Source: an optimization exercise on an open RTL-to-GDS flow (aim: small area). Production flows keep margins and buffers that such runs may drop. Function was checked by simulation only, so behaviour that the tests miss may differ from the original. Power figures rest on the tool's default switching activity, not on a simulated workload.

File: flow/design.v
module pse (
    input  wire        clk,
    input  wire        rst,
    input  wire        cmd_valid,
    input  wire [31:0] cmd_data,
    output wire        cmd_ready,
    output reg         rsp_valid,
    output wire [31:0] rsp_data,
    output wire        cb_active,
    output reg  [31:0] cb_handle,
    input  wire        cb_ret,
    output wire        ws,
    output wire        bck,
    output reg         sdata,
    output reg         attached
);
    localparam CAP    = 16;
    localparam MARGIN = 5;
    localparam [3:0] OP_INIT      = 4'h1;
    localparam [3:0] OP_WRITE     = 4'h2;
    localparam [3:0] OP_READ      = 4'h3;
    localparam [3:0] OP_PUSH      = 4'h4;
    localparam [3:0] OP_SETREPLAY = 4'h5;
    localparam [3:0] OP_SETSYNTH  = 4'h6;
    localparam [3:0] OP_SETPERIOD = 4'h7;
    localparam [3:0] OP_SETCB     = 4'h8;
    localparam [3:0] OP_RESET     = 4'h9;
    localparam [3:0] OP_STOP      = 4'hA;
    localparam [3:0] OP_START     = 4'hB;
    localparam [2:0] ST_OK           = 3'd0;
    localparam [2:0] ST_ALREADY_INIT = 3'd1;
    localparam [2:0] ST_CONTRACT     = 3'd3;
    localparam [2:0] ST_NOT_INIT     = 3'd4;
    localparam [2:0] ST_STATE        = 3'd5;
    localparam [2:0] ST_ILLEGAL      = 3'd6;
    localparam [1:0] L_UNINIT  = 2'd0;
    localparam [1:0] L_RUNNING = 2'd1;
    localparam [1:0] L_STOPPED = 2'd2;
    localparam [1:0] F_WAIT     = 2'd0;
    localparam [1:0] F_SCAN     = 2'd1;
    localparam [1:0] F_CALLBACK = 2'd2;
    localparam [2:0] LC_NONE   = 3'd0;
    localparam [2:0] LC_STOP   = 3'd1;
    localparam [2:0] LC_START  = 3'd2;
    localparam [2:0] LC_RESET1 = 3'd3;
    localparam [2:0] LC_RESETM = 3'd4;
    localparam [2:0] LC_RESET2 = 3'd5;
    reg  [1:0]    life;
    reg  [31:0]   port;
    reg           mode_synth;
    reg  [31:2]   period;
    reg  [31:0]   cb;
    reg  [31:2]   remaining;
    reg  [2:0]    desc_len [0:3];    
    reg  [2:0]    fifo_cnt;
    reg           tx_active;
    reg  [1:0]    tx_cur;
    reg  [4:0]    tx_pos;
    reg  [2:0]    tx_len;            
    reg           irq_pending;
    reg  [1:0]    fd_phase;
    reg  [1:0]    fd_cur;
    reg  [4:0]    fd_rw_pos;
    reg  [2:0]    lc_op;
    function [4:0] len_of;
        input [2:0] l;
        len_of = {l == 3'd0, l != 3'd0, l};
    endfunction
    reg  [3:0]    h_op;           
    reg           h_ill;          
    reg  [4:0]    h_pin;
    reg           h_pbad;         
    reg           h_val;
    reg  [31:0]   opnd;
    reg  [2:0]    cmd_left;       
    reg           cmd_hdr_seen;
    reg           cmd_full;
    function [2:0] op_words;
        input [3:0] opc;
        begin
            case (opc)
                OP_INIT:                          op_words = 3'd6;
                OP_PUSH, OP_SETPERIOD, OP_SETCB:  op_words = 3'd1;
                default:                          op_words = 3'd0;
            endcase
        end
    endfunction
    assign cmd_ready = !cmd_full;
    wire       cmd_take = cmd_valid && !cmd_full;
    wire [3:0] new_op   = (cmd_data[31:28] == 4'd0 && cmd_data[27:24] != 4'd0 &&
                           cmd_data[27:24] <= 4'd11) ? cmd_data[27:24] : 4'd0;
    wire [2:0] new_need = op_words(new_op);
    reg        new_legal;
    always @(*) begin
        case (new_op)
            4'd0:     new_legal = 1'b0;
            OP_WRITE: new_legal = (cmd_data[23:9] == 15'd0);
            OP_READ:  new_legal = (cmd_data[23:8] == 16'd0);
            default:  new_legal = (cmd_data[23:0] == 24'd0);
        endcase
    end
    reg           fr_busy;
    reg           fr_port;        
    reg  [6:0]    fr_step;
    wire fr_last = fr_busy && (fr_port ? fr_step == 7'd65 : fr_step == 7'd33);
    assign ws  = !fr_busy;
    assign bck = fr_busy && fr_step[0] && (fr_step[6:1] != 6'd0);
    wire inited   = (life != L_UNINIT);
    wire lc_busy  = (lc_op != LC_NONE);
    wire irq_go   = inited && !lc_busy && irq_pending;
    wire fd_can   = (fd_phase == F_WAIT && fifo_cnt != 3'd0) ||
                    (fd_phase == F_SCAN) ||
                    (fd_phase == F_CALLBACK && cb_ret);
    wire fd_go    = inited && !lc_busy && !irq_go && fd_can;
    wire host_go  = cmd_full && !lc_busy && !irq_go && !fd_go;
    wire       push_big = (opnd[31:3] != 29'd0) || (opnd[2:0] > MARGIN);
    wire [2:0] push_n   = (opnd[2:0] == 3'd0) ? 3'd1 : opnd[2:0];
    wire [5:0] push_end = fd_rw_pos + push_n;
    reg  [2:0]    h_status;
    reg  [2:0]    h_value;
    reg           h_do;           
    always @(*) begin
        h_status = ST_OK;
        h_value  = 3'd0;
        h_do     = 1'b0;
        if (h_ill) begin
            h_status = ST_ILLEGAL;
        end else if (h_op == OP_INIT) begin
            if (inited) h_status = ST_ALREADY_INIT;
            else        h_do = 1'b1;
        end else if (!inited) begin
            h_status = ST_NOT_INIT;
        end else begin
            case (h_op)
                OP_WRITE: begin
                    if (h_pbad) h_status = ST_CONTRACT;
                    else        h_do = 1'b1;
                end
                OP_READ: begin
                    if (h_pbad) h_status = ST_CONTRACT;
                    else        h_value = {2'd0, port[h_pin]};
                end
                OP_PUSH: begin
                    if (fd_phase != F_CALLBACK || push_big || push_end > CAP)
                        h_status = ST_CONTRACT;
                    else begin
                        h_do    = 1'b1;
                        h_value = push_n;
                    end
                end
                OP_START: begin
                    if (life == L_RUNNING) h_status = ST_STATE;
                    else                   h_do = 1'b1;
                end
                default: h_do = 1'b1;
            endcase
        end
    end
    wire host_exec = host_go && h_do;
    wire lc_start  = host_exec && (h_op == OP_STOP || h_op == OP_START || h_op == OP_RESET);
    wire init_exec = host_exec && (h_op == OP_INIT);
    wire push_exec = host_exec && (h_op == OP_PUSH);
    wire host_now  = host_go && !lc_start;
    wire fd_pop      = fd_go && fd_phase == F_WAIT;
    wire fd_scan     = fd_go && fd_phase == F_SCAN;
    wire fd_return   = fd_go && fd_phase == F_CALLBACK;
    wire fd_at_end   = (fd_rw_pos >= CAP - MARGIN);
    wire fd_want_cb  = (remaining == 30'd0) && (cb != 32'd0);
    wire fd_replay   = fd_scan && !mode_synth;
    wire fd_end      = fd_scan && mode_synth && fd_at_end;
    wire fd_call     = fd_scan && mode_synth && !fd_at_end && fd_want_cb;
    wire fd_slot     = fd_scan && mode_synth && !fd_at_end && !fd_want_cb;
    wire       irq_evict = irq_go && fifo_cnt[2];
    wire [1:0] evict_buf = tx_cur - 2'd1;
    wire [1:0] fifo_head = tx_cur - fifo_cnt[1:0];
    wire lc_done      = lc_busy && fr_last;
    wire reset_fill   = lc_done && (lc_op == LC_RESET1);
    wire reset2_go    = (lc_op == LC_RESETM);
    wire [4:0] tx_len_v  = len_of(tx_len);
    wire tx_go       = tx_active && !fr_busy && !lc_start;
    wire tx_sample   = tx_go && (tx_pos != tx_len_v);
    wire tx_complete = tx_go && (tx_pos == tx_len_v);
    wire [1:0] tx_next = tx_cur + 2'd1;
    wire        fill_all = init_exec || reset_fill;
    reg  [3:0]  buf_fill;
    always @(*) begin : fill_sel
        integer i;
        for (i = 0; i < 4; i = i + 1)
            buf_fill[i] = fill_all ||
                          (fd_replay && fd_cur == i) ||
                          (irq_evict && evict_buf == i);
    end
    wire        pass_wr  = fd_slot || push_exec;
    wire [2:0]  pass_n   = fd_slot ? 3'd1 : push_n;
    wire [5:0]  pass_end = fd_rw_pos + pass_n;
    wire        any_wr   = (buf_fill != 4'd0) || pass_wr;
    reg  [15:0] mem_v;
    wire [15:0] put_val = any_wr ? port[15:0] : mem_v;
    reg  [1:0]  mem_ph;
    wire [2:0]  ph_hot = {mem_ph == 2'd2, mem_ph == 2'd1, mem_ph == 2'd0};
    always @(posedge clk) begin
        mem_v  <= put_val;
        mem_ph <= (rst || mem_ph[1]) ? 2'd0 : mem_ph + 2'd1;
    end
    wire [15:0] head_q [0:23];    
    wire [23:0] head_put;
    wire [3:0]  s15_w;            
    genvar gi, gr;
    generate
        for (gi = 0; gi < 4; gi = gi + 1) begin : g_buf
            wire [15:0] slot_w;
            genvar gj;
            for (gj = 0; gj < 16; gj = gj + 1) begin : g_w
                assign slot_w[gj] = buf_fill[gi] ||
                                    (pass_wr && fd_cur == gi &&
                                     gj >= fd_rw_pos && gj < pass_end);
            end
            for (gr = 0; gr < 5; gr = gr + 1) begin : g_ring
                reg  [15:0] e0, e1, e2;
                reg         pend0, pend1;
                wire [2:0]  w   = slot_w[3 * gr + 2 : 3 * gr];
                wire        w0  = |(w & ph_hot);
                wire        w1  = |(w & {ph_hot[1:0], ph_hot[2]});
                wire        w2  = |(w & {ph_hot[0], ph_hot[2:1]});
                wire        put = pend0 || w0;
                always @(posedge clk) begin
                    e0    <= e1;
                    e1    <= e2;
                    e2    <= put ? put_val : e0;
                    pend0 <= pend1 || w1;
                    pend1 <= w2;
                end
                assign head_q[gi * 6 + gr] = e0;
                assign head_put[gi * 6 + gr] = put;
            end
            assign s15_w[gi] = slot_w[15];
        end
    endgenerate
    reg  [15:0] x0, x1, x2;
    reg         xpend0, xpend1;
    wire        xw0  = |(s15_w[2:0] & ph_hot);
    wire        xw1  = |(s15_w[2:0] & {ph_hot[1:0], ph_hot[2]});
    wire        xw2  = |(s15_w[2:0] & {ph_hot[0], ph_hot[2:1]});
    wire        xput = xpend0 || xw0;
    reg  [15:0] s15_3;
    always @(posedge clk) begin
        x0     <= x1;
        x1     <= x2;
        x2     <= xput ? put_val : x0;
        xpend0 <= xpend1 || xw1;
        xpend1 <= xw2;
        if (s15_w[3])
            s15_3 <= port[15:0];
    end
    assign head_q[5]   = x0;
    assign head_q[11]  = x0;
    assign head_q[17]  = x0;
    assign head_q[23]  = s15_3;
    assign head_put[5]  = xput;
    assign head_put[11] = xput;
    assign head_put[17] = xput;
    assign head_put[23] = s15_w[3];
    wire       tg_restart = (lc_op == LC_START || lc_op == LC_RESET1 ||
                             lc_op == LC_RESETM || lc_op == LC_RESET2);
    wire       tx_at_end  = (tx_pos == tx_len_v);
    wire [1:0] tg_b = tg_restart ? 2'd0 : tx_at_end ? tx_next : tx_cur;
    wire [3:0] tg_s = (tg_restart || tx_at_end) ? 4'd0 : tx_pos[3:0];
    reg  [2:0] tg_r;              
    reg  [1:0] tg_k;              
    always @(*) begin
        case (tg_s)
            4'd0:  begin tg_r = 3'd0; tg_k = 2'd0; end
            4'd1:  begin tg_r = 3'd0; tg_k = 2'd1; end
            4'd2:  begin tg_r = 3'd0; tg_k = 2'd2; end
            4'd3:  begin tg_r = 3'd1; tg_k = 2'd0; end
            4'd4:  begin tg_r = 3'd1; tg_k = 2'd1; end
            4'd5:  begin tg_r = 3'd1; tg_k = 2'd2; end
            4'd6:  begin tg_r = 3'd2; tg_k = 2'd0; end
            4'd7:  begin tg_r = 3'd2; tg_k = 2'd1; end
            4'd8:  begin tg_r = 3'd2; tg_k = 2'd2; end
            4'd9:  begin tg_r = 3'd3; tg_k = 2'd0; end
            4'd10: begin tg_r = 3'd3; tg_k = 2'd1; end
            4'd11: begin tg_r = 3'd3; tg_k = 2'd2; end
            4'd12: begin tg_r = 3'd4; tg_k = 2'd0; end
            4'd13: begin tg_r = 3'd4; tg_k = 2'd1; end
            4'd14: begin tg_r = 3'd4; tg_k = 2'd2; end
            default: begin tg_r = 3'd5; tg_k = 2'd0; end
        endcase
    end
    wire tg_hit  = buf_fill[tg_b] ||
                   (pass_wr && fd_cur == tg_b && tg_s >= fd_rw_pos && tg_s < pass_end);
    wire tg_head = (tg_r == 3'd5) ? (tg_b == 2'd3 || tg_b == mem_ph) : (tg_k == mem_ph);
    wire tx_hold = tx_sample || (fr_busy && !fr_port && fr_step < 7'd31);
    reg  [15:0] tx_word;
    always @(posedge clk) begin
        if (!tx_hold) begin
            if (tg_head)
                tx_word <= head_put[{tg_b, 1'b0} * 3 + tg_r] ? put_val
                                                             : head_q[{tg_b, 1'b0} * 3 + tg_r];
            else if (tg_hit)
                tx_word <= port[15:0];
        end
    end
    reg  [2:0] rsp_st;
    reg  [2:0] rsp_v;
    assign rsp_data = {1'b0, rsp_st, 25'd0, rsp_v};
    integer k;
    always @(posedge clk) begin
        if (rst) begin
            life         <= L_UNINIT;
            mode_synth   <= 1'b0;
            remaining    <= 30'd0;
            for (k = 0; k < 4; k = k + 1)
                desc_len[k] <= 3'd0;
            fifo_cnt     <= 3'd0;
            tx_active    <= 1'b0;
            tx_cur       <= 2'd0;
            tx_pos       <= 5'd0;
            tx_len       <= 3'd0;
            irq_pending  <= 1'b0;
            fd_phase     <= F_WAIT;
            fd_cur       <= 2'd0;
            fd_rw_pos    <= 5'd0;
            lc_op        <= LC_NONE;
            cmd_left     <= 3'd0;
            cmd_hdr_seen <= 1'b0;
            cmd_full     <= 1'b0;
            rsp_valid    <= 1'b0;
            fr_busy      <= 1'b0;
            fr_step      <= 7'd0;
            attached     <= 1'b0;
        end else begin
            rsp_valid <= 1'b0;
            if (cmd_take) begin
                if (!cmd_hdr_seen) begin
                    h_op   <= new_op;
                    h_ill  <= !new_legal;
                    h_pin  <= cmd_data[4:0];
                    h_pbad <= cmd_data[7:5] != 3'd0;
                    h_val  <= cmd_data[8];
                    if (new_need == 3'd0)
                        cmd_full <= 1'b1;
                    else
                        cmd_hdr_seen <= 1'b1;
                    cmd_left <= new_need;
                end else begin
                    opnd <= cmd_data;
                    if (h_op == OP_INIT && !inited) begin
                        if (cmd_left == 3'd2) cb     <= opnd;
                        if (cmd_left == 3'd1) period <= opnd[31:2];
                        if (cmd_left == 3'd1) port   <= cmd_data;
                    end
                    if (cmd_left == 3'd1) begin
                        cmd_full     <= 1'b1;
                        cmd_hdr_seen <= 1'b0;
                    end
                    cmd_left <= cmd_left - 3'd1;
                end
            end
            if (host_now) begin
                rsp_valid <= 1'b1;
                rsp_st    <= h_status;
                rsp_v     <= h_value;
                cmd_full  <= 1'b0;
            end
            if (host_exec) begin
                case (h_op)
                    OP_INIT: begin
                        mode_synth <= 1'b0;
                        remaining  <= 30'd0;
                        for (k = 0; k < 4; k = k + 1)
                            desc_len[k] <= 3'd0;
                        fifo_cnt     <= 3'd0;
                        attached     <= 1'b1;
                        irq_pending  <= 1'b0;
                        fd_phase     <= F_WAIT;
                        fd_cur       <= 2'd0;
                        fd_rw_pos    <= 5'd0;
                        tx_cur       <= 2'd0;
                        tx_pos       <= 5'd0;
                        tx_len       <= 3'd0;
                        tx_active    <= 1'b1;
                        life         <= L_RUNNING;
                    end
                    OP_WRITE:     port[h_pin] <= h_val;
                    OP_PUSH:      fd_rw_pos <= push_end[4:0];
                    OP_SETREPLAY: mode_synth <= 1'b0;
                    OP_SETSYNTH:  mode_synth <= 1'b1;
                    OP_SETPERIOD: period <= opnd[31:2];
                    OP_SETCB:     cb <= opnd;
                    OP_STOP: begin
                        lc_op     <= LC_STOP;
                        tx_active <= 1'b0;
                        attached  <= 1'b0;
                    end
                    OP_START: begin
                        lc_op <= LC_START;
                    end
                    OP_RESET: begin
                        lc_op     <= LC_RESET1;
                        tx_active <= 1'b0;
                        attached  <= 1'b0;
                    end
                    default: ;
                endcase
            end
            if (lc_done) begin
                case (lc_op)
                    LC_STOP: begin
                        lc_op     <= LC_NONE;
                        life      <= L_STOPPED;
                        rsp_valid <= 1'b1;
                        rsp_st    <= ST_OK;
                        rsp_v     <= 3'd0;
                        cmd_full  <= 1'b0;
                    end
                    LC_RESET1: begin
                        lc_op <= LC_RESETM;
                        for (k = 0; k < 4; k = k + 1)
                            desc_len[k] <= 3'd0;
                    end
                    default: begin   
                        lc_op       <= LC_NONE;
                        attached    <= 1'b1;
                        irq_pending <= 1'b0;
                        fifo_cnt    <= 3'd0;
                        tx_cur      <= 2'd0;
                        tx_pos      <= 5'd0;
                        tx_len      <= desc_len[0];
                        tx_active   <= 1'b1;
                        life        <= L_RUNNING;
                        rsp_valid   <= 1'b1;
                        rsp_st      <= ST_OK;
                        rsp_v       <= 3'd0;
                        cmd_full    <= 1'b0;
                    end
                endcase
            end
            if (reset2_go)
                lc_op <= LC_RESET2;
            if (irq_go) begin
                if (irq_evict)
                    desc_len[evict_buf] <= 3'd0;
                else
                    fifo_cnt <= fifo_cnt + 3'd1;
            end
            if (fd_pop) begin
                fd_cur    <= fifo_head;
                fifo_cnt  <= fifo_cnt - 3'd1;
                fd_rw_pos <= 5'd0;
                fd_phase  <= F_SCAN;
            end
            if (fd_replay) begin
                desc_len[fd_cur] <= 3'd0;
                fd_phase <= F_WAIT;
            end
            if (fd_end) begin
                desc_len[fd_cur] <= fd_rw_pos[2:0];
                fd_phase <= F_WAIT;
            end
            if (fd_call) begin
                cb_handle <= cb;
                fd_phase  <= F_CALLBACK;
            end
            if (fd_slot) begin
                fd_rw_pos <= fd_rw_pos + 5'd1;
                if (remaining != 30'd0)
                    remaining <= remaining - 30'd1;
            end
            if (fd_return) begin
                remaining <= period;
                fd_phase  <= F_SCAN;
            end
            if (irq_go)
                irq_pending <= 1'b0;
            if (tx_sample)
                tx_pos <= tx_pos + 5'd1;
            if (tx_complete) begin
                irq_pending  <= 1'b1;
                tx_cur       <= tx_next;
                tx_pos       <= 5'd0;
                tx_len       <= desc_len[tx_next];
            end
            if (lc_start || reset2_go || tx_sample) begin
                fr_busy  <= 1'b1;
                fr_step  <= 7'd1;
                fr_port  <= !tx_sample;
            end else if (fr_busy) begin
                if (fr_last)
                    fr_busy <= 1'b0;
                fr_step <= fr_step + 7'd1;
            end
        end
        if (fr_busy && !fr_last && fr_step[0])
            sdata <= fr_port ? port[~fr_step[5:1]] : tx_word[~fr_step[4:1]];
    end
    assign cb_active = (fd_phase == F_CALLBACK);
endmodule
File: flow/flow/run.sh
#!/bin/bash
set -euo pipefail
export CTS_ARGS="-sink_clustering_enable -repair_clock_nets -dont_use_dummy_load -sink_clustering_size 30 -sink_clustering_max_diameter 60 -buf_list sky130_fd_sc_hd__clkbuf_16"
export BUFFER_PORTS_ARGS="-buffer_cell sky130_fd_sc_hd__buf_1"
bash standard.sh > standard.log 2>&1
File: flow/standard.sh
#!/bin/bash
# synth_recipe.tcl (not shown) runs the flow's synth.tcl, then flattens the netlist and writes it again
# the make line also repeats each setting of config.mk as NAME=value (left out here)
make -C /OpenROAD-flow-scripts/flow DESIGN_CONFIG=/design/flow/config.mk WORK_HOME=/design/flow/orfs CLKGATE_MAP_FILE= SYNTH_SCRIPT=/design/flow/synth_recipe.tcl "${@:-finish}"
File: flow/config.mk
export PLATFORM = sky130hd
export DESIGN_NAME = pse
export DESIGN_NICKNAME = pse
export VERILOG_FILES = /design/flow/design.v
export SDC_FILE = /design/flow/constraint.sdc
export NUM_CORES = 4
export LEC_CHECK = 0
export CAP_MARGIN = 20
export CORE_MARGIN = 2
export CORE_UTILIZATION = 75
export SLEW_MARGIN = 20
File: flow/constraint.sdc
create_clock -name core_clock -period 10.0 [get_ports {clk}]
set_input_delay 2.0000 -clock core_clock [delete_from_list [all_inputs] [get_ports {clk}]]
set_output_delay 2.0000 -clock core_clock [all_outputs]
set_load 0.01 [all_outputs]
==> impl.org, run 1 <==
** Logic synthesis
- Most area-consuming cells after synthesis :: sky130_fd_sc_hd__dfxtp_1, sky130_fd_sc_hd__edfxtp_1, sky130_fd_sc_hd__mux2_2
- Post-synthesis share of cell area spent on xor and xnor gates :: 0.00568
- sky130_fd_sc_hd__dfxtp_1 is the most common cell in the netlist.
- After synthesis the cells add up to around 46000 sq um.
- Proportion of synthesized chip area in sequential cells :: 0.639
- Adder-cell share of the synthesized area :: 0.0133
- Number of enable flip-flop cells after synthesis :: 222
- The commonest cells after synthesis are sky130_fd_sc_hd__dfxtp_1, sky130_fd_sc_hd__nor2_1, sky130_fd_sc_hd__mux2_2.
- After synthesis, the largest family of logic cells by area is compound AO/OA/AOI/OAI gates.
- Most used flip-flop cell after synthesis :: sky130_fd_sc_hd__dfxtp_1
- Average instance area after synthesis :: approximately 12 sq um
- Simple-gate area share of the yosys netlist :: 0.100
- Synthesis produced slightly below 4000 cells.
- After synthesis, the share of cell area in mux cells is 0.0901.
- Synth area leader :: sky130_fd_sc_hd__dfxtp_1
- Counting flops and latches in the post-synthesis netlist gives about 1400.
- Async SR Flop Fraction :: 0
- Area share of the largest cell type after synthesis :: 0.495
- The area fraction in compound gates after synthesis came to 0.124.
- Warnings, synthesis :: 1
- Count of unique library cells instantiated by Yosys :: around 90

** Clock tree
- Number of buffers on the longest clock path :: 3
- After clock tree synthesis, the clock-pin slew on the worst setup and hold paths is 0.11 ns.
- For this design, the CTS-stage hold fixing added 0 buffers.
- Once the clock tree was built, the setup fixing pass inserted 0 buffers.
- The H-tree was split into 2 levels.
- Clock insertion delay at the later pin of the skew report :: between 0.7 and 0.8 ns
- Post-cts resize count :: 0
- The tree is rooted in a sky130_fd_sc_hd__clkbuf_16.
- Clock tree from TritonCTS :: yes
- Counting the buffers created by CTS gives ~60.
- The tree built by TritonCTS fans out to approximately 1400 sinks.

** Floorplanning
- Die area :: between 60000 and 70000 sq um
- The die is 252 um wide.
- Vertical die dimension :: approximately 250 um
- For this configuration, the core starts out at a cell density of 0.754.
- Core footprint :: 61400 sq um
- between 100 and 150 I/O pins were placed.
- Standard-cell row count :: 91

** Worst setup path
- The worst setup path is captured at a flop.
- Worst r2r dst :: tx_word[15]
- The setup path with the least slack is of type reg -> reg.
- The setup check on the worst reg-to-reg path leaves a slack of ~1.5 ns.
- Critical path required time :: around 11 ns
- The startpoint identified for the worst register-to-register timing path is remaining[11].
- Arr. time, crit path :: 9.01 ns
- Start point of the critical path :: remaining[11]
- For the worst flop-to-flop path, the logic depth is 21.
- Highest fanout seen on the critical path :: 33
- Following the worst setup path forward leads to its endpoint at tx_word[15].
- Critical Path Source Type :: flop

** Timing
- Final period utilization :: 0.847
- Setup repair after global routing missed its margin :: false
- Minimum setup slack in the final design :: between 1.5 and 2 ns
- Final worst path period need :: 8.47 ns
- Setup Skew :: 0.141 ns
- Hold violation count in the final report :: 0
- Setup violators final :: 0
- The final-report max-slew violation count was 0.
- For the pin with the worst max-slew slack, the measured transition is between 1 and 1.5 ns.
- Summed over all failing endpoints, the final setup total negative slack is 0 ns.
- Headroom to the max-slew limit came out at 0.187.
- Derived from the worst setup path, the maximum achievable clock frequency is about 120 MHz.

** Global routing
- The first global-routing pass estimated roughly 200000 um of wire.
- Global route overflow :: 0
- Largest net degree at the start of global routing :: 73
- Initial antenna violation count :: 3
- Vias in the first global route :: between 30000 and 40000
- In the global route stage, overall resource usage came out at 0.422.

** Route
- Routed via count divided by cell count :: around 7.0
- Count of TritonRoute iterations in the first routing pass :: 7
- After detailed routing, the total wire length is ~140000 um.
- The routed layout has about 33000 vias.
- In the final routed layout, each cell accounts on average for 28.9 um.
- DRT iter0 DRCs :: 3984
- Remaining antenna violation count after routing :: 0
- DRC violations left :: 0

** Hold path
- Along the worst hold path, the cell count comes to 0.
- The path class of the tightest hold or removal check is reg -> reg.

** Power
- Reported leakage power :: 18.7 nW
- The worst-case IR drop observed on VDD is 0.000268 V.
- Overall power consumption :: 9.60 mW
- In this run the power density over the cells is 196 nW/um^2.

** Finish
- Of the cells placed in the final design, the portion with a size suffix greater than 1 is 0.130.
- In the final design database the tool counted 4018 nets.
- Post-route standard cell area excluding fillers :: 49100 sq um
- Relative to the synthesized area, the layout overhead comes to 6.04%.

** Placed design
- Once detailed placement completed, the half-perimeter wirelength came to around 86000 um.
- Routability Congestion :: between 0.9 and 1
- Setup slack at placement :: approximately 1.8 ns
- The placed instances occupy a cell area of ~48000 sq um.
- Number of port buffers :: 80

** Status
- Run status :: finished clean

** Flow run
- The tool flagged a number of max-cap violations equal to 0.
==> kinds of logic after synthesis <==
kind of cell             after synthesis
AO/OA/AOI/OAI                        821
XOR/XNOR                              30
adder cells (fa/ha/maj)               48
buffers and inverters                320
flip-flops                          1365
multiplexers                         354
other                                  1
AND/OR/NAND/NOR                      984
==> how the worst min path moves through the flow <==
stage / endpoint / start / slack (ns)
after floorplan: g_buf[0].g_ring[0].e0[0] / g_buf[0].g_ring[0].e1[0] / 0.31
after global placement: g_buf[1].g_ring[1].e0[10] / g_buf[1].g_ring[1].e1[10] / 0.31
after detailed placement: g_buf[3].g_ring[2].e0[1] / g_buf[3].g_ring[2].e1[1] / 0.31
after CTS: g_buf[0].g_ring[0].e1[9] / g_buf[0].g_ring[0].e2[9] / 0.30
after global routing: g_buf[0].g_ring[0].e1[15] / g_buf[0].g_ring[0].e2[15] / 0.30
final: g_buf[0].g_ring[0].e1[9] / g_buf[0].g_ring[0].e2[9] / 0.29
==> power by group <==
group | leakage, nW | internal [mW] | total (mW) | switching, mW
clock | 0.752 | 1.09 | 2.71 | 1.62
combinational | 6.58 | 0.225 | 0.719 | 0.494
sequential | 11.4 | 5.98 | 6.18 | 0.196
==> per-layer routing <==
metal / track usage / wire (um) / up-vias
li1: - / - / 14100
met1: 0.522 / 48600 / 15900
met2: 0.667 / 62800 / 2376
met3: 0.0947 / 15000 / 678
met4: 0.285 / 10400 / 4
met5: 0 / 25 / -
==> placed cells by master (no fill, tap or decap), drive strengths merged, types with 35 or more instances in the layout <==
cell type	instances
a221oi	43
dfxtp	1143
nor3	76
mux2i	61
a22oi	56
mux2	270
nor2	363
a21oi	224
nand2	232
edfxtp	222
a22o	35
a211oi	36
inv	74
ha	45
clkbuf	62
o21ai	138
buf	166
nand3	60
==> area by class of cell <==
cell class                      instances  area, sq um
Clock buffer                           61         1530
Fill cell                            3270        12300
Inverter                               77          292
Sequential cell                      1365        29500
Antenna cell                            1         2.50
Timing Repair Buffer                  167          952
Multi-Input combinational cell       2263        15800
Tap cell                              790          988
==> critical path, stage by stage, from the launching register on <==
cell and delay [ns]:
sky130_fd_sc_hd__dfxtp_1 0.37, sky130_fd_sc_hd__or4_1 0.60, sky130_fd_sc_hd__or4b_1 0.54, sky130_fd_sc_hd__or4_1 0.68
sky130_fd_sc_hd__o31ai_4 0.78, sky130_fd_sc_hd__nand2_1 0.13, sky130_fd_sc_hd__ha_1 0.26, sky130_fd_sc_hd__inv_1 0.08
sky130_fd_sc_hd__fa_1 0.29, sky130_fd_sc_hd__nor2b_1 0.15, sky130_fd_sc_hd__o31ai_1 0.58, sky130_fd_sc_hd__nor2_1 0.32
sky130_fd_sc_hd__o311a_1 0.53, sky130_fd_sc_hd__a221o_1 0.44, sky130_fd_sc_hd__a211o_1 0.31, sky130_fd_sc_hd__buf_4 0.30
sky130_fd_sc_hd__o31a_1 0.31, sky130_fd_sc_hd__a311oi_1 0.34, sky130_fd_sc_hd__nor3_2 0.10, sky130_fd_sc_hd__buf_4 0.25
sky130_fd_sc_hd__a21oi_2 0.74, sky130_fd_sc_hd__o211a_1 0.23
==> flip-flops by register name (all words and copies together) (netlist names), 7 cells and up <==
name	count
s15_3	16
g_buf.g_ring.e0	320
x2	16
g_buf.g_ring.pend1	20
g_buf.g_ring.e2	320
fr_step	7
port	32
period	30
x0	16
remaining	30
cb	32
mem_v	16
g_buf.g_ring.pend0	20
opnd	32
x1	16
g_buf.g_ring.e1	320
tx_word	16
desc_len	12
cb_handle	32
==> metrics by stage <==
stage / util / hold WS (ns) / cells
detailed placement: 0.774 / 0.312 / 4660
global placement: 0.774 / 0.310 / 4660
finish: 0.799 / 0.288 / 4724
global route: 0.799 / 0.299 / 4723
CTS: 0.799 / 0.298 / 4721
floorplan: - / 0.310 / 3948
==> run 2: changes to the inputs <==
--- a/flow/config.mk
+++ b/flow/config.mk
@@ -7,5 +7,5 @@
 export LEC_CHECK = 0
 export CAP_MARGIN = 20
 export CORE_MARGIN = 2
-export CORE_UTILIZATION = 75
+export CORE_UTILIZATION = 70
 export SLEW_MARGIN = 20
==> impl.org, run 2 <==
** Clock tree
- The clock slew seen by the registers of the worst setup and hold paths came to 0.11 ns (about the same).
- The clock tree buffer depth was 3 (unchanged).
- The root cell of the clock tree is sky130_fd_sc_hd__clkbuf_16 (unchanged).
- The clock latency at the later pin of the worst-skew pair is 0.69 ns (was 0.72 ns).
- The number of levels in the clock H-tree is 2 (unchanged).
- Hold buffer count at cts :: 0 (unchanged)
- The clock sink total came to 1365 (unchanged).
- The number of buffers added by the clock tree synthesis step was 61 (unchanged).
- The count of buffers added by post-CTS timing repair for setup is 0 (unchanged).
- Clock tree from TritonCTS :: yes (unchanged)
- The post-cts repair resize count came to 0 (unchanged).

** Timing
- The time the worst path needs with I/O delays and setup is 8.46 ns (was 8.47 ns).
- The final count of hold timing violations is 0 (unchanged).
- The worst max-slew margin expressed relative to the limit came to 0.200 (was 0.187).
- Worst Tran Pin Value :: 1.19 ns (was 1.22 ns)
- Count of pins over their slew limit :: 0 (unchanged)
- The clock skew is 0.126 ns (was 0.141 ns).
- Setup repair after global routing missed its margin: false (unchanged).
- WHS :: 0.286 ns (was 0.288 ns)
- The maximum clock frequency is 118 MHz (about the same).
- Minimum setup slack in the final design :: 1.54 ns (was 1.53 ns)
- Setup_tns :: 0 ns (unchanged)
- Setup violators final :: 0 (unchanged)
- The final period utilization was 0.846 (was 0.847).

** Logic synthesis
- Async SR Flop Fraction :: 0 (unchanged)
- The register bit total from synthesis is 1365 (unchanged).
- Count of unique library cells instantiated by Yosys :: 91 (unchanged)
- The most used flip-flop cell after synthesis is sky130_fd_sc_hd__dfxtp_1 (unchanged).
- The library cell with the highest instance count after synthesis is sky130_fd_sc_hd__dfxtp_1 (unchanged).
- Post-Synthesis Cell Area :: 46300 sq um (unchanged)
- Cells after synthesis :: 3923 (unchanged)
- Proportion of synthesized chip area in sequential cells :: 0.639 (unchanged)
- The number of warning messages in the yosys log is 1 (unchanged).
- Average instance area after synthesis :: 11.8 sq um (unchanged)
- Area share of the largest cell type after synthesis :: 0.495 (unchanged)
- Leading post-synthesis cells by instance count :: sky130_fd_sc_hd__dfxtp_1, sky130_fd_sc_hd__nor2_1, sky130_fd_sc_hd__mux2_2 (unchanged)
- The count of flip-flops with a built-in enable after synthesis was 222 (unchanged).
- Synth area leader :: sky130_fd_sc_hd__dfxtp_1 (unchanged)
- Most area-consuming cells after synthesis: sky130_fd_sc_hd__dfxtp_1, sky130_fd_sc_hd__edfxtp_1, sky130_fd_sc_hd__mux2_2 (unchanged).

** Worst setup path
- Reg2reg start :: remaining[11] (unchanged)
- Worst path slowest cell :: sky130_fd_sc_hd__o31ai_4 (unchanged)
- Critical path required time :: 10.54 ns (about the same)
- The number of cell instances on the worst register-to-register path was 20 (was 21).
- Crit path kind :: reg -> reg (unchanged)
- Arr. time, crit path :: 9.00 ns (was 9.01 ns)
- Critical path cell sequence: or4_1 > or4b_1 > or4_1 > o31ai_4 > nand2_1 > inv_1 > ha_1 > a211oi_1 > and4_1 > nor2_1 > o311a_1 > a221o_1 > a211o_1 > buf_4 > o31a_1 > a311oi_1 > nor3_2 > buf_4 > a21oi_2 > o211a_1 (was or4_1 > or4b_1 > or4_1 > o31ai_4 > nand2_1 > ha_1 > inv_1 > fa_1 > nor2b_1 > o31ai_1 > nor2_1 > o311a_1 > a221o_1 > a211o_1 > buf_4 > o31a_1 > a311oi_1 > nor3_2 > buf_4 > a21oi_2 > o211a_1).
- Worst reg2reg setup slack :: 1.54 ns (was 1.53 ns)
- The biggest fanout along the worst timing path came to 33 (unchanged).
- The endpoint of the most critical register-to-register path is tx_word[14] (was tx_word[15]).
- Critical Path Source Type :: flop (unchanged)
- The kind of capture point of the worst setup path is a flop (unchanged).
- The delay of the slowest critical-path stage came to 0.81 ns (was 0.78 ns).

** Finish
- Post-layout nets :: 4023 (was 4018)
- The count of filler cells inserted in the layout is 4088 (was 3270).
- The area overhead of the layout relative to synthesis came to 6.36% (was 6.04%).
- Antenna diode instance count :: 0 (was 1)
- The multi-input combinational cell area is 15800 sq um (about the same).
- The commonest non-fill, non-tap cell in the layout is sky130_fd_sc_hd__dfxtp_1 (unchanged).
- The final design utilization came to 0.750 (was 0.799).
- Most used cells in the layout excluding fill and tap cells :: sky130_fd_sc_hd__dfxtp_1, sky130_fd_sc_hd__nor2_1, sky130_fd_sc_hd__mux2_2 (unchanged)
- Sequential cell area :: 29500 sq um (about the same)
- Biggest registers after layout :: g_buf.g_ring.e0: 320 flops, g_buf.g_ring.e1: 320 flops, g_buf.g_ring.e2: 320 flops (unchanged)
- Ratio of cells with drive above 1 in the final layout :: 0.131 (was 0.130)
- Count of placed standard cells in the final layout, fillers left out :: 4802 (was 4724)

** Route
- The number of iterations in the first detailed-routing pass was 10 (was 7).
- Routed wire length per instance :: 27.1 um (was 28.9 um)
- DRT iter0 DRCs :: 3959 (was 3984)
- The detailed-route via count is 32100 (was 33100).
- The post-detailed-route via-to-cell ratio came to 6.69 (was 7.00).
- Final wirelength :: 130000 um (was 137000 um)
- The post-route antenna net violation count is 0 (unchanged).
- DRC violations left :: 0 (unchanged)

** Floorplanning
- The I/O pin count came to 107 (unchanged).
- The floorplan core area is 65600 sq um (was 61400 sq um).
- The starting density of the core came to 0.705 (was 0.754).
- The area enclosed by the die boundary came to 68200 sq um (was 63700 sq um).
- Vertical die dimension :: 261 um (was 252 um)
- Standard-cell row count :: 94 (was 91)
- Horizontal extent of the die :: 261 um (was 252 um)

** Placed design
- The post-placement worst setup slack was 1.69 ns (was 1.76 ns).
- Placed Cells :: 4741 (was 4660)
- The detailed placer's ending HPWL was 85200 um (was 86400 um).
- The port buffer count is 80 (unchanged).
- Routability Congestion :: 0.919 (was 0.950)

** Power
- Maximum resistive drop on vdd :: 0.000225 V (was 0.000268 V)
- The power density over the cells is 194 nW/um^2 (was 196 nW/um^2).
- Reported leakage power :: 18.7 nW (about the same)

** Hold path
- The hold path depth is 0 (unchanged).
- The worst min-delay path startpoint is g_buf[1].g_ring[1].e2[9] (was g_buf[0].g_ring[0].e2[9]).
- Hold Path Class :: reg -> reg (unchanged)
- Worst min-delay path endpoint :: g_buf[1].g_ring[1].e1[9] (was g_buf[0].g_ring[0].e1[9])

** Status
- Run status :: finished clean (unchanged)

** Global routing
- Vias in the first global route :: 31500 (was 32800)
- The wire length of the first global-routing pass came to 193000 um (was 202000 um).
- Global route overflow :: 0 (unchanged)
- Overall fraction of global-route tracks in use :: 0.375 (was 0.422)
- The number of antenna violations at the first check in global routing is 1 (was 3).
- The pin count of the biggest net entering global routing came to 94 (was 73).

** Flow run
- Max-capacitance violation count :: 0 (unchanged)
run 2: cell types whose count changed in the layout (fill, tap and decap cells not counted), moves of 2 or more:
| cell | change |
|---|---|
| sky130_fd_sc_hd__nor3_2 | +3 |
| sky130_fd_sc_hd__nor2_2 | -2 |
| sky130_fd_sc_hd__buf_4 | +4 |
| sky130_fd_sc_hd__nor3_4 | -2 |
| sky130_fd_sc_hd__nor2_4 | +2 |
run 2: metal layers:
layer | vias up | part of all wire | track usage
li1 | 14100 | - | -
met1 | 15800 | 0.39 | 0.496
met2 | 1782 | 0.47 | 0.606
met3 | 427 | 0.087 | 0.0579
met4 | 0 | 0.057 | 0.191
met5 | - | 0 | 0
run 2: worst max path at each step:
stage / endpoint / start / slack, ns
global route: tx_word[14] / remaining[11] / 1.20
detailed placement: tx_word[14] / remaining[11] / 1.69
finish: tx_word[14] / remaining[11] / 1.54
floorplan: tx_word[12] / remaining[11] / 3.09
global placement: tx_word[3] / remaining[11] / 1.76
CTS: tx_word[14] / remaining[11] / 1.65
run 2: logic make-up (layout without fill, tap and decap cells):
family          after synthesis  count (layout)  share of synthesized area
fa+ha+maj                    48              48                     0.0133
buf+inv                     320             310                     0.0283
simple gates                984             984                      0.100
flops                      1365            1365                      0.639
mux                         354             354                     0.0901
xor+xnor                     30              30                    0.00568
other cells                   1              26                  0.0000811
compound gates              821             821                      0.124
run 2: layout make-up:
type | count | area share
flip-flops and latches | 1365 | 0.600
multi-input cells | 2263 | 0.320
clock buffers | 61 | 0.0310
well taps | 864 | 0.0220
repair buffers | 172 | 0.0204
inverters | 77 | 0.00592
run 2: metrics by stage:
stage / power (mW) / area, sq um
finish: 9.54 / 49200
global route: 9.78 / 49200
CTS: 9.52 / 49200
detailed placement: 6.96 / 47700
global placement: 6.91 / 47600
floorplan: 6.64 / 46400
run 2: critical path, delay by kind of cell (launching register included):
family          cells  cell delay, ns
buf+inv             3            0.66
simple gates        7            2.71
fa+ha+maj           1            0.26
compound gates      9            4.33
flops               1            0.37
run 2: power by group:
group	leakage, nW	switching (mW)	internal [mW]
logic	6.62	0.482	0.229
clock network	0.752	1.58	1.09
registers	11.4	0.181	5.98
==> run 3: changes to the inputs <==
==> flow/flow/run.sh (replaced) <==
#!/bin/bash
set -euo pipefail
export CTS_ARGS="-sink_clustering_enable -repair_clock_nets -dont_use_dummy_load -sink_clustering_size 30 -sink_clustering_max_diameter 55 -buf_list sky130_fd_sc_hd__clkbuf_16"
export BUFFER_PORTS_ARGS="-buffer_cell sky130_fd_sc_hd__buf_1"
bash standard.sh > standard.log 2>&1
--- a/flow/config.mk
+++ b/flow/config.mk
@@ -7,5 +7,5 @@
 export LEC_CHECK = 0
 export CAP_MARGIN = 20
 export CORE_MARGIN = 2
-export CORE_UTILIZATION = 70
+export CORE_UTILIZATION = 75
 export SLEW_MARGIN = 20
==> impl.org, run 3 <==
** Status
- Run status :: finished clean (unchanged)

** Logic synthesis
- The post-synthesis instance total was 3923 (unchanged).
- The sequential share of the synthesized area was 0.639 (unchanged).
- Number of storage elements in the synthesis netlist :: 1365 (unchanged)
- Count of unique library cells instantiated by Yosys :: 91 (unchanged)
- The library cell with the highest instance count after synthesis was sky130_fd_sc_hd__dfxtp_1 (unchanged).
- Area share of the largest cell type after synthesis :: 0.495 (unchanged)
- The area of the mapped netlist is 46300 sq um (unchanged).
- Most used flip-flop cell after synthesis :: sky130_fd_sc_hd__dfxtp_1 (unchanged)
- Leading post-synthesis cells by instance count :: sky130_fd_sc_hd__dfxtp_1, sky130_fd_sc_hd__nor2_1, sky130_fd_sc_hd__mux2_2 (unchanged)
- The leading area contributor after synthesis is sky130_fd_sc_hd__dfxtp_1 (unchanged).
- Most area-consuming cells after synthesis :: sky130_fd_sc_hd__dfxtp_1, sky130_fd_sc_hd__edfxtp_1, sky130_fd_sc_hd__mux2_2 (unchanged)
- The count of flip-flops with a built-in enable after synthesis came to 222 (unchanged).
- The number of warning messages in the yosys log came to 1 (unchanged).
- The average cell area after synthesis is 11.8 sq um (unchanged).
- Async SR Flop Fraction :: 0 (unchanged)

** Clock tree
- The clock slew seen by the registers of the worst setup and hold paths is 0.10 ns (was 0.11 ns).
- The clock latency at the later pin of the worst-skew pair came to 0.66 ns (was 0.69 ns).
- The count of buffers added by post-CTS timing repair for setup came to 0 (unchanged).
- The root cell of the clock tree is sky130_fd_sc_hd__clkbuf_16 (unchanged).
- The post-cts hold buffer count is 0 (unchanged).
- The clock sink total came to 1365 (unchanged).
- Number of buffers created by CTS :: 74 (was 61)
- The clock tree from TritonCTS is yes (unchanged).
- The post-cts repair resize count is 0 (unchanged).
- The clock tree buffer depth was 3 (unchanged).
- The number of levels in the clock H-tree was 3 (was 2).

** Floorplanning
- The height of the die is 252 um (was 261 um).
- The I/O pin count came to 107 (unchanged).
- The starting density of the core is 0.754 (was 0.705).
- Core footprint :: 61400 sq um (was 65600 sq um)
- Die area :: 63700 sq um (was 68200 sq um)
- The placement row count is 91 (was 94).
- Horizontal extent of the die :: 252 um (was 261 um)

** Placed design
- The port buffer count is 80 (unchanged).
- The final weighted congestion in routability-driven placement is 0.950 (was 0.919).
- The detailed placer's ending HPWL is 86400 um (was 85200 um).
- The placement-stage cell area was 47500 sq um (was 47700 sq um).

** Global routing
- Overall fraction of global-route tracks in use :: 0.423 (was 0.375)
- The number of antenna violations at the first check in global routing was 2 (was 1).
- The global-route congestion overflow total came to 0 (unchanged).
- Global-route wire length before repair :: 203000 um (was 193000 um)
- Vias in the first global route :: 33100 (was 31500)
- The pin count of the biggest net entering global routing came to 73 (was 94).

** Power
- The clock power share was 0.303 (was 0.280).
- The net switching component of the power was 2.35 mW (was 2.25 mW).
- The largest vdd supply drop was 0.000247 V (was 0.000225 V).
- The power density over the cells came to 200 nW/um^2 (was 194 nW/um^2).
- The leakage power was 18.9 nW (was 18.7 nW).
- Flop pwr share :: 0.625 (was 0.646)
- Switching part of the total :: 0.238 (was 0.235)
- Cell-internal power :: 7.53 mW (was 7.30 mW)
- Proportion of power drawn by combinational gates :: 0.072 (was 0.075)

** Timing
- Final worst path period need :: 8.49 ns (was 8.46 ns)
- The clock skew came to 0.131 ns (was 0.126 ns).
- Setup violators final :: 0 (unchanged)
- Count of pins over their slew limit :: 0 (unchanged)
- Final period utilization :: 0.849 (was 0.846)
- Setup repair after global routing missed its margin :: false (unchanged)
- The total negative slack for setup checks was 0 ns (unchanged).
- The actual slew at the worst max-slew pin came to 1.18 ns (was 1.19 ns).
- Max-Slew Margin vs Limit :: 0.208 (was 0.200)
- The maximum clock frequency was 118 MHz (about the same).
- The final count of hold timing violations is 0 (unchanged).

** Flow run
- Max-capacitance violation count :: 0 (unchanged)

** Route
- Count of TritonRoute iterations in the first routing pass :: 8 (was 10)
- The total DRC errors in the routed layout is 0 (unchanged).
- The post-route antenna net violation count is 0 (unchanged).
- DRT iter0 DRCs :: 4216 (was 3959)
- The detailed-route via count is 33200 (was 32100).
- Routed via count divided by cell count :: 7.00 (was 6.69)
- Routed wire length per instance :: 28.8 um (was 27.1 um)
- The total wire length was 137000 um (was 130000 um).

** Worst setup path
- Critical Path Source Type :: flop (unchanged)
- The startpoint of the worst-slack reg-to-reg timing path is remaining[11] (unchanged).
- The biggest fanout along the worst timing path came to 33 (unchanged).
- Critical path cell sequence :: or4_1 > or4b_1 > or4_1 > o31ai_4 > nand2_1 > ha_1 > inv_1 > fa_1 > nor2b_1 > o31ai_1 > nor2_1 > o311a_1 > a221o_1 > a211o_1 > buf_4 > o31a_1 > a311oi_1 > nor3_2 > buf_4 > a21oi_2 > o211a_1 (was or4_1 > or4b_1 > or4_1 > o31ai_4 > nand2_1 > inv_1 > ha_1 > a211oi_1 > and4_1 > nor2_1 > o311a_1 > a221o_1 > a211o_1 > buf_4 > o31a_1 > a311oi_1 > nor3_2 > buf_4 > a21oi_2 > o211a_1)
- The critical path buffer and inverter count was 3 (unchanged).
- The kind of capture point of the worst setup path is a flop (unchanged).
- Crit path kind :: reg -> reg (unchanged)
- The delay of the slowest critical-path stage was 0.77 ns (was 0.81 ns).
- Arr. time, crit path :: 8.98 ns (was 9.00 ns)
- The top cell family by delay on the critical path is compound AO/OA/AOI/OAI gates (unchanged).
- Length in cells of the worst reg-to-reg path :: 21 (was 20)
- Worst path slowest cell :: sky130_fd_sc_hd__o31ai_4 (unchanged)
- Worst r2r dst :: tx_word[3] (was tx_word[14])
- Worst reg2reg setup slack :: 1.51 ns (was 1.54 ns)
- Critical path required time :: 10.49 ns (was 10.54 ns)

** Finish
- The total non-filler cell area in the finished layout came to 49400 sq um (was 49200 sq um).
- Biggest registers after layout: g_buf.g_ring.e0: 320 flops, g_buf.g_ring.e1: 320 flops, g_buf.g_ring.e2: 320 flops (unchanged).
- The final net count was 4030 (was 4023).
- Final core utilization :: 0.805 (was 0.750)
- The commonest non-fill, non-tap cell in the layout is sky130_fd_sc_hd__dfxtp_1 (unchanged).
- Area growth from synthesis to layout :: 6.76% (was 6.36%)
- Most used cells in the layout excluding fill and tap cells :: sky130_fd_sc_hd__dfxtp_1, sky130_fd_sc_hd__nor2_1, sky130_fd_sc_hd__mux2_2 (unchanged)
- Ratio of cells with drive above 1 in the final layout :: 0.133 (was 0.131)

** Hold path
- The hold path depth is 0 (unchanged).
- Worst min-delay path startpoint :: g_buf[2].g_ring[1].e1[10] (was g_buf[1].g_ring[1].e2[9])
- The worst min-delay path class is reg -> reg (unchanged).
- The worst min-delay path endpoint was g_buf[2].g_ring[1].e0[10] (was g_buf[1].g_ring[1].e1[9]).
-- run 3: layout make-up --
cell class | instances | area (sq um)
sequential | 1365 | 29500
inverter | 77 | 292
antenna | 3 | 7.51
tap | 790 | 988
multi-input combinational | 2263 | 15800
fill | 3207 | 12000
timing repair buffer | 166 | 945
clock buffer | 74 | 1850
-- run 3: cells by family (layout without fill, tap and decap cells) --
kind of cell	Yosys count	after routing	synth area share
compound gates	821	821	0.124
xor+xnor	30	30	0.00568
fa+ha+maj	48	48	0.0133
buf+inv	320	317	0.0283
flops	1365	1365	0.639
mux	354	354	0.0901
other cells	1	29	0.0000811
simple gates	984	984	0.100
-- run 3: worst max-delay path by stage --
stage	start	end	slack (ns)	depth (start not counted)
after CTS	remaining[11]	tx_word[3]	1.72	21
after global placement	remaining[11]	tx_word[8]	1.94	19
after floorplan	remaining[11]	tx_word[12]	3.09	21
after detailed placement	remaining[11]	tx_word[6]	1.76	21
after global routing	remaining[10]	tx_word[10]	1.23	21
final	remaining[11]	tx_word[3]	1.51	21
-- run 3: through the flow --
stage                     hold slack (ns)  power [mW]  setup slack [ns]  std cells
after detailed placement            0.312        6.94              1.76       4660
after global routing                0.298        10.1              1.23       4735
after CTS                           0.299        9.83              1.72       4734
after global placement              0.310        6.88              1.94       4660
after floorplan                     0.310        6.64              3.09       3948
final                               0.300        9.88              1.51       4738
-- run 3: layer usage --
metal  track usage  up-vias  wire (um)
met5             0        -         13
met4         0.294        2      10700
met3        0.0798      704      15000
met2         0.666     2387      62000
met1         0.534    16000      48900
li1              -    14100          -
-- run 3: power by group through the flow --
stage               Clock (mW)  Combinational (mW)  Sequential, mW
floorplan                    0               0.444            6.19
global placement             0               0.634            6.24
detailed placement           0               0.667            6.27
CTS                       2.98               0.689            6.17
global route              3.14               0.745            6.20
finish                    2.99               0.714            6.18

-- separate check: timing with driven ports --
The results above use ideal ports. As a check the final layouts listed here were re-extracted and re-timed, cells and wires unchanged.
Step 1, drivers: a clkbuf_16 drives clk and a buf_2 each remaining input, both assumed.
Step 2, shift: input delay + t, output delay - t, t = (earliest + latest rising clock arrival at the registers) / 2. This alone moves slack from input paths to output paths.
a / b / c = no drivers / after step 1 / after step 2; a / b = the first two.
run	t, ns	setup slack, ns	slew at the worst register clock pin (ns)	worst slew at a driven data input, ns
run 1	0.709	1.528 / 1.528 / 1.528	0.12 / 0.12	0.08
run 2	0.696	1.542 / 1.542 / 1.542	0.11 / 0.11	0.04
run 3	0.669	1.510 / 1.510 / 1.510	0.11 / 0.11	0.08
After both steps every run listed still meets setup and hold.
